This design comes from an exercise in tuning for small area, a short achievable clock period and few clock cycles on the open sky130 flow, not from production work.
Only simulation tests tie the RTL to the original design; equivalence was not proved.
Power figures rest on the tool's default switching activity, not on a simulated workload.

==> v9: inputs <==
Design bfs, start of the top module:
module bfs (
    input             clk,
    input             rst,
    input             cmd_valid,
    output            cmd_ready,
    input      [31:0] cmd_data,
    output reg        out_valid,
    input             out_ready,
    output reg  [3:0] out_tag,
    output reg        out_last,
    output reg [31:0] out_data
);
    localparam [3:0] T_DESYNC   = 4'd1;
    localparam [3:0] T_CSUMERR  = 4'd2;
    localparam [3:0] T_ANOMALY  = 4'd3;
    localparam [3:0] T_OVERREQ  = 4'd4;
    localparam [3:0] T_ENCINV   = 4'd5;
    localparam [3:0] T_ILLEGAL  = 4'd6;
    localparam [3:0] T_PACKET   = 4'd8;
    localparam [3:0] T_TX       = 4'd9;
    localparam [3:0] T_CSUM     = 4'd10;
    localparam [3:0] T_HIST     = 4'd11;
    localparam [3:0] T_CODE     = 4'd12;
    localparam integer S_IDLE = 0;    
    localparam integer S_RD0  = 1;    
    localparam integer S_RD   = 2;    
    localparam integer S_SEG  = 3;    
    localparam integer S_POP  = 4;    
    localparam integer S_STK  = 5;    
    localparam integer S_FB0  = 6;    
    localparam integer S_FBR  = 7;    
    localparam integer S_FBW  = 8;    
    localparam integer S_COLL = 9;    
    localparam integer S_RD2  = 10;   
    localparam integer S_POP2 = 11;   
    localparam integer S_RD1  = 12;   
    localparam integer S_FB1  = 13;   
    localparam integer NS     = 14;
    localparam integer QW = 4;        
    localparam integer QN = 1 << QW;
    function in_wl;
        input [7:0] b;
        in_wl = (b == 8'h00) || (b == 8'h3F) || (b == 8'h50) ||
                (b == 8'h68) || (b == 8'h80) || (b == 8'hBF);
    endfunction
    function [2:0] wl_idx;
        input [7:0] b;
        wl_idx = (b == 8'h3F) ? 3'd1 : (b == 8'h50) ? 3'd2 : (b == 8'h68) ? 3'd3 :
                 (b == 8'h80) ? 3'd4 : (b == 8'hBF) ? 3'd5 : 3'd0;
    endfunction
    function [7:0] wl_val;
        input [2:0] i;
        case (i)
        3'd1:    wl_val = 8'h3F;
        3'd2:    wl_val = 8'h50;
        3'd3:    wl_val = 8'h68;
  ...
clock: 10.0 ns
lec_check: 0
cap_margin: 20
core_margin: 2
core_utilization: 55
cts_cluster_diameter: 100
cts_cluster_size: 24
place_density: 0.65
setup_slack_margin: 5
slew_margin: 20
run.sh (not shown) runs the stock make flow with config.mk's settings and CLKGATE_MAP_FILE= SYNTH_SCRIPT=/design/flow/synth_recipe.tcl, a recipe that flattens the netlist after the stock synthesis.
==> inputs of v26, as changes to v9 <==
--- a/flow/design.v
+++ b/flow/design.v
@@ -172,24 +172,20 @@
     reg [3:0]  e_tag;
     reg        e_last;
     reg [22:0] e_data;
     reg [3:0]  q_tag  [0:QN-1];
     reg        q_last [0:QN-1];
     reg [22:0] q_data [0:QN-1];
     reg [QW:0] q_wp, q_rp;                
-    wire       s_empty = (q_wp == q_rp);
-    reg        hv;
-    reg [3:0]  h_tag;
-    reg        h_last;
-    reg [22:0] h_data;
-    wire       q_empty = !hv;
-    wire       pop;
-    wire       hload = !hv || pop;            
-    wire       byp   = hload && s_empty && e_v;   
+    wire       q_empty = (q_wp == q_rp);
     reg        room;                      
+    wire       pop;
+    wire [3:0]  h_tag  = q_tag[q_rp[QW-1:0]];
+    wire        h_last = q_last[q_rp[QW-1:0]];
+    wire [22:0] h_data = q_data[q_rp[QW-1:0]];
     wire [QW:0] q_cnt  = q_wp - q_rp;
     wire        h_pkt  = (h_tag == T_PACKET) && !h_last;
     wire        h_tx   = (h_tag == T_TX);
     wire        h_hist = (h_tag == T_HIST) && !h_last;
     localparam [3:0] O_NONE = 4'd0, O_PKT = 4'd1, O_TXL = 4'd2, O_TXD = 4'd3,
                      O_TXB = 4'd4, O_TXC = 4'd5, O_HRD = 4'd6, O_HIST = 4'd7,
                      O_HRD2 = 4'd8, O_HRD1 = 4'd9;
@@ -261,18 +257,14 @@
     wire [2:0]  wli_x  = live ? f_wli : wl_idx(pf);
     wire        is_pay = P[3] && !pz;
     wire        ck_ok  = (x == acc);
     wire        rej_ck = P[3] && pz && !ck_ok;
     wire        good   = P[3] && pz && ck_ok;
     wire        rej0   = P[0] && !wl_x;
     wire        rejh   = (P[1] && !len_x) || (P[2] && !wl_x);
-    wire [7:0] rd_op_a = rd_rw ? ra : HW;
-    wire [8:0] rd_op_b = {1'b0, LEN} + {8'd0, rd_rw};
-    wire [8:0] rd_d0   = {1'b0, rd_op_a} - rd_op_b;
-    wire [8:0] rd_d1   = {1'b0, rd_op_a} + {~rd_op_b[7:0]};    
     wire        cnt_is1  = (cnt == 8'd1);
     wire        dplus_ok = (D + {1'b0, LEN}) <= 9'd255;
     wire eg      = !ev2_pend;
     wire hb_full = hist_busy && hz0;
     wire idle_v  = st[S_IDLE] && d_v && eg;
     wire bok     = room && !(is_pay && av0) && !hb_full;
     wire feed_go = idle_v && f_feed && bok;
@@ -440,15 +432,15 @@
                     end else begin
                         DBV <= f_ds0 || f_ds1;
                         if (f_ds0 || f_ds1) DBC1 <= f_ds1;
                     end
                 end
             end
             if (st[S_RD0] && !hist_busy) begin
-                rd_a <= rd_d0[8] ? rd_d1[7:0] : rd_d0[7:0];
+                rd_a <= rd_rw ? sub255(ra, {1'b0, LEN} + 9'd1) : sub255(HW, {1'b0, LEN});
                 cnt <= rd_rw ? cnt + LEN : LEN;
                 D   <= rd_rw ? D + {1'b0, LEN} : {1'b0, LEN};
                 st  <= (1 << S_RD1);
             end
             if (st[S_RD1])
                 st <= (1 << S_RD);
             if (st[S_RD])
@@ -587,40 +579,27 @@
             av0   <= (avail == 8'd1);
         end else if (!pay_we && pb_d) begin
             avail <= avail + 8'd1;
             av0   <= 1'b0;
         end
     end
     always @(posedge clk) begin
-        if (e_v && !byp) begin
+        if (e_v) begin
             q_tag[q_wp[QW-1:0]]  <= e_tag;
             q_last[q_wp[QW-1:0]] <= e_last;
             q_data[q_wp[QW-1:0]] <= e_data;
         end
-        if (hload) begin
-            if (!s_empty) begin
-                h_tag  <= q_tag[q_rp[QW-1:0]];
-                h_last <= q_last[q_rp[QW-1:0]];
-                h_data <= q_data[q_rp[QW-1:0]];
-            end else begin
-                h_tag  <= e_tag;
-                h_last <= e_last;
-                h_data <= e_data;
-            end
-        end
         if (rst_r) begin
             q_wp <= 0;
             q_rp <= 0;
-            hv   <= 1'b0;
             room <= 1'b1;
         end else begin
-            if (e_v && !byp) q_wp <= q_wp + 1'b1;
-            if (hload && !s_empty) q_rp <= q_rp + 1'b1;
-            if (hload) hv <= !s_empty || e_v;
-            room <= ({1'b0, q_cnt} + hv + e_v) <= QN - 1;
+            if (e_v) q_wp <= q_wp + 1'b1;
+            if (pop) q_rp <= q_rp + 1'b1;
+            room <= ({1'b0, q_cnt} + e_v) <= QN - 2;
         end
     end
     reg [7:0] hg [0:15];      
     function [7:0] hb_grp;
         input [3:0] k;
         integer j;
         begin
@@ -643,20 +622,19 @@
                     cb_grp = cb_grp | ({8{cnx_oh[j]}} & CB0[{g, j[3:0]}]);
                 else if (!(g == 2'd3 && j == 15))
                     cb_grp = cb_grp | ({8{cnx_oh[j]}} &
                              ((l == 2'd1) ? CB1[{g, j[3:0]}] :
                               (l == 2'd2) ? CB2[{g, j[3:0]}] : CB3[{g, j[3:0]}]));
         end
     endfunction
-    wire tx_on    = (o_st == O_TXL) || (o_st == O_TXD) || (o_st == O_TXB);
-    wire [7:0] cnx_n = rst_r ? 8'd0 :
+    wire [7:0] cnx_n = rst_r ? cnx :
+                       (pop && h_tx) ? 8'd0 :
                        ((adv && o_st == O_TXB) || ts != 2'd0) ? cnx + 8'd1 :
                        stk_pop ? spm1 - 8'd1 :
-                       cb_push ? sp :
-                       (tx_on || sp_nz) ? cnx : 8'd0;
+                       cb_push ? sp : cnx;
     always @(posedge clk) begin
         cnx    <= cnx_n;
         cnx_oh <= 16'd1 << cnx_n[5:2];
     end
     reg [7:0] cnd;
     integer gi;
     always @(posedge clk) begin
@@ -681,14 +659,15 @@
             hq_v <= 1'b0;
         else if (hs_stall && !hq_v) begin
             hq   <= hbq;
             hq_v <= 1'b1;
         end
     end
     wire tx_take  = adv && o_st == O_TXB;
+    wire tx_on    = (o_st == O_TXL) || (o_st == O_TXD) || (o_st == O_TXB);
     always @(posedge clk) begin
         if (rst_r)
             ts <= 2'd0;
         else if (pop && h_tx)
             ts <= 2'd2;
         else if (ts != 2'd0)
             ts <= ts - 2'd1;
Settings changed: CTS_CLUSTER_DIAMETER 100 to 90, CTS_CLUSTER_SIZE 24 to 20.
==> inputs of v1, as changes to v9 <==
Settings changed: CTS_CLUSTER_DIAMETER 100 to 90, CTS_CLUSTER_SIZE 24 to 20.
==> comparison <==
The lowest sequential share of layout area belongs to v26, the highest to v9.
Final area is about the same in v9 and v26.
The highest cell count belongs to v26, the lowest to v9.
In v1 the synthesized area is larger than in v26, by 0.35%.
Against v9, the die area of v26 is smaller by about 0.34%.
Clock power: v9 is lower than v26 (about 8%).
In sequential power, v1 and v9 hardly differ.
Utilization, lowest first: v9, v1, v26.
==> figures <==
| quantity | v1 | v26 | v9 |
|---|---|---|---|
| Mean instance size in the synthesized netlist | 17.6 um2 | 17.5 um2 | 17.6 um2 |
| Least-Margin Pin Slew | 1230 ps | 1280 ps | 1220 ps |
| Post-placement cell count | 19200 | 19200 | 19200 |
| ANT cells | 7 | 12 | 12 |
| Run status | timing/DRC/antenna clean | timing/DRC/antenna clean | timing/DRC/antenna clean |
| Maximum clock frequency | 227 MHz | 217 MHz | 226 MHz |
| Critical path arrival | 5120 ps | 5270 ps | 5120 ps |
| HPWL after detailed placement | 412 mm | 409 mm | 412 mm |
| Power consumed by the clock network | 0.0156 W | 0.0156 W | 0.0144 W |
| Area of combinational cells with multiple inputs | 50700 um2 | 50600 um2 | 50700 um2 |
| Combinational gate power | 0.00343 W | 0.00628 W | 0.00342 W |
| P_seq | 0.0309 W | 0.0317 W | 0.0309 W |
| Met2 routed WL | 316 mm | 311 mm | 316 mm |
| Number of buffers created by CTS | 364 | 364 | 309 |
| # clk buffers | 600 | 615 | 527 |
| Start point of the critical path | rd_rw | out_ready | rd_rw |
| Headroom to the max-slew limit | 17.9% | 14.4% | 18.1% |
Testbench counts of v9, summed over its fixed seeds: cycles 147,444.
Testbench counts of v26, summed over its fixed seeds: cycles 148,093.
Testbench counts of v1, summed over its fixed seeds: cycles 147,444.

## static timing again, ports no longer ideal
The flow's constraints put no driver on any port. The routed layouts listed below were extracted and timed again, unchanged, in two steps.
Step 1: set_driving_cell puts a clkbuf_16 on clk and a buf_2 on each other input, an assumption about the parent block.
Step 2 times the ports against the registers' clock, not the clock port: input delays grow and output delays shrink by t, the midpoint of the rising clock arrivals with the driver on.
a / b / c = no drivers / after step 1 / after step 2; a / b = the first two.
| run | t (ns) | slack for setup (ns) | worst setup path after step 2 | worst slew at a driven data input, ns |
|---|---|---|---|---|
| v9 | 1.086 | 5.573 / 5.573 / 4.742 | input to register | 0.04 |
| v26 | 1.118 | 5.392 / 5.467 / 4.356 | input to register | 0.04 |
| v1 | 1.107 | 5.592 / 5.592 / 4.707 | input to register | 0.04 |
After both steps setup and hold are still met in every run listed. For v26, which loses most, drivers alone change the setup slack by +0.075 ns; drivers and shift together by -1.036 ns.
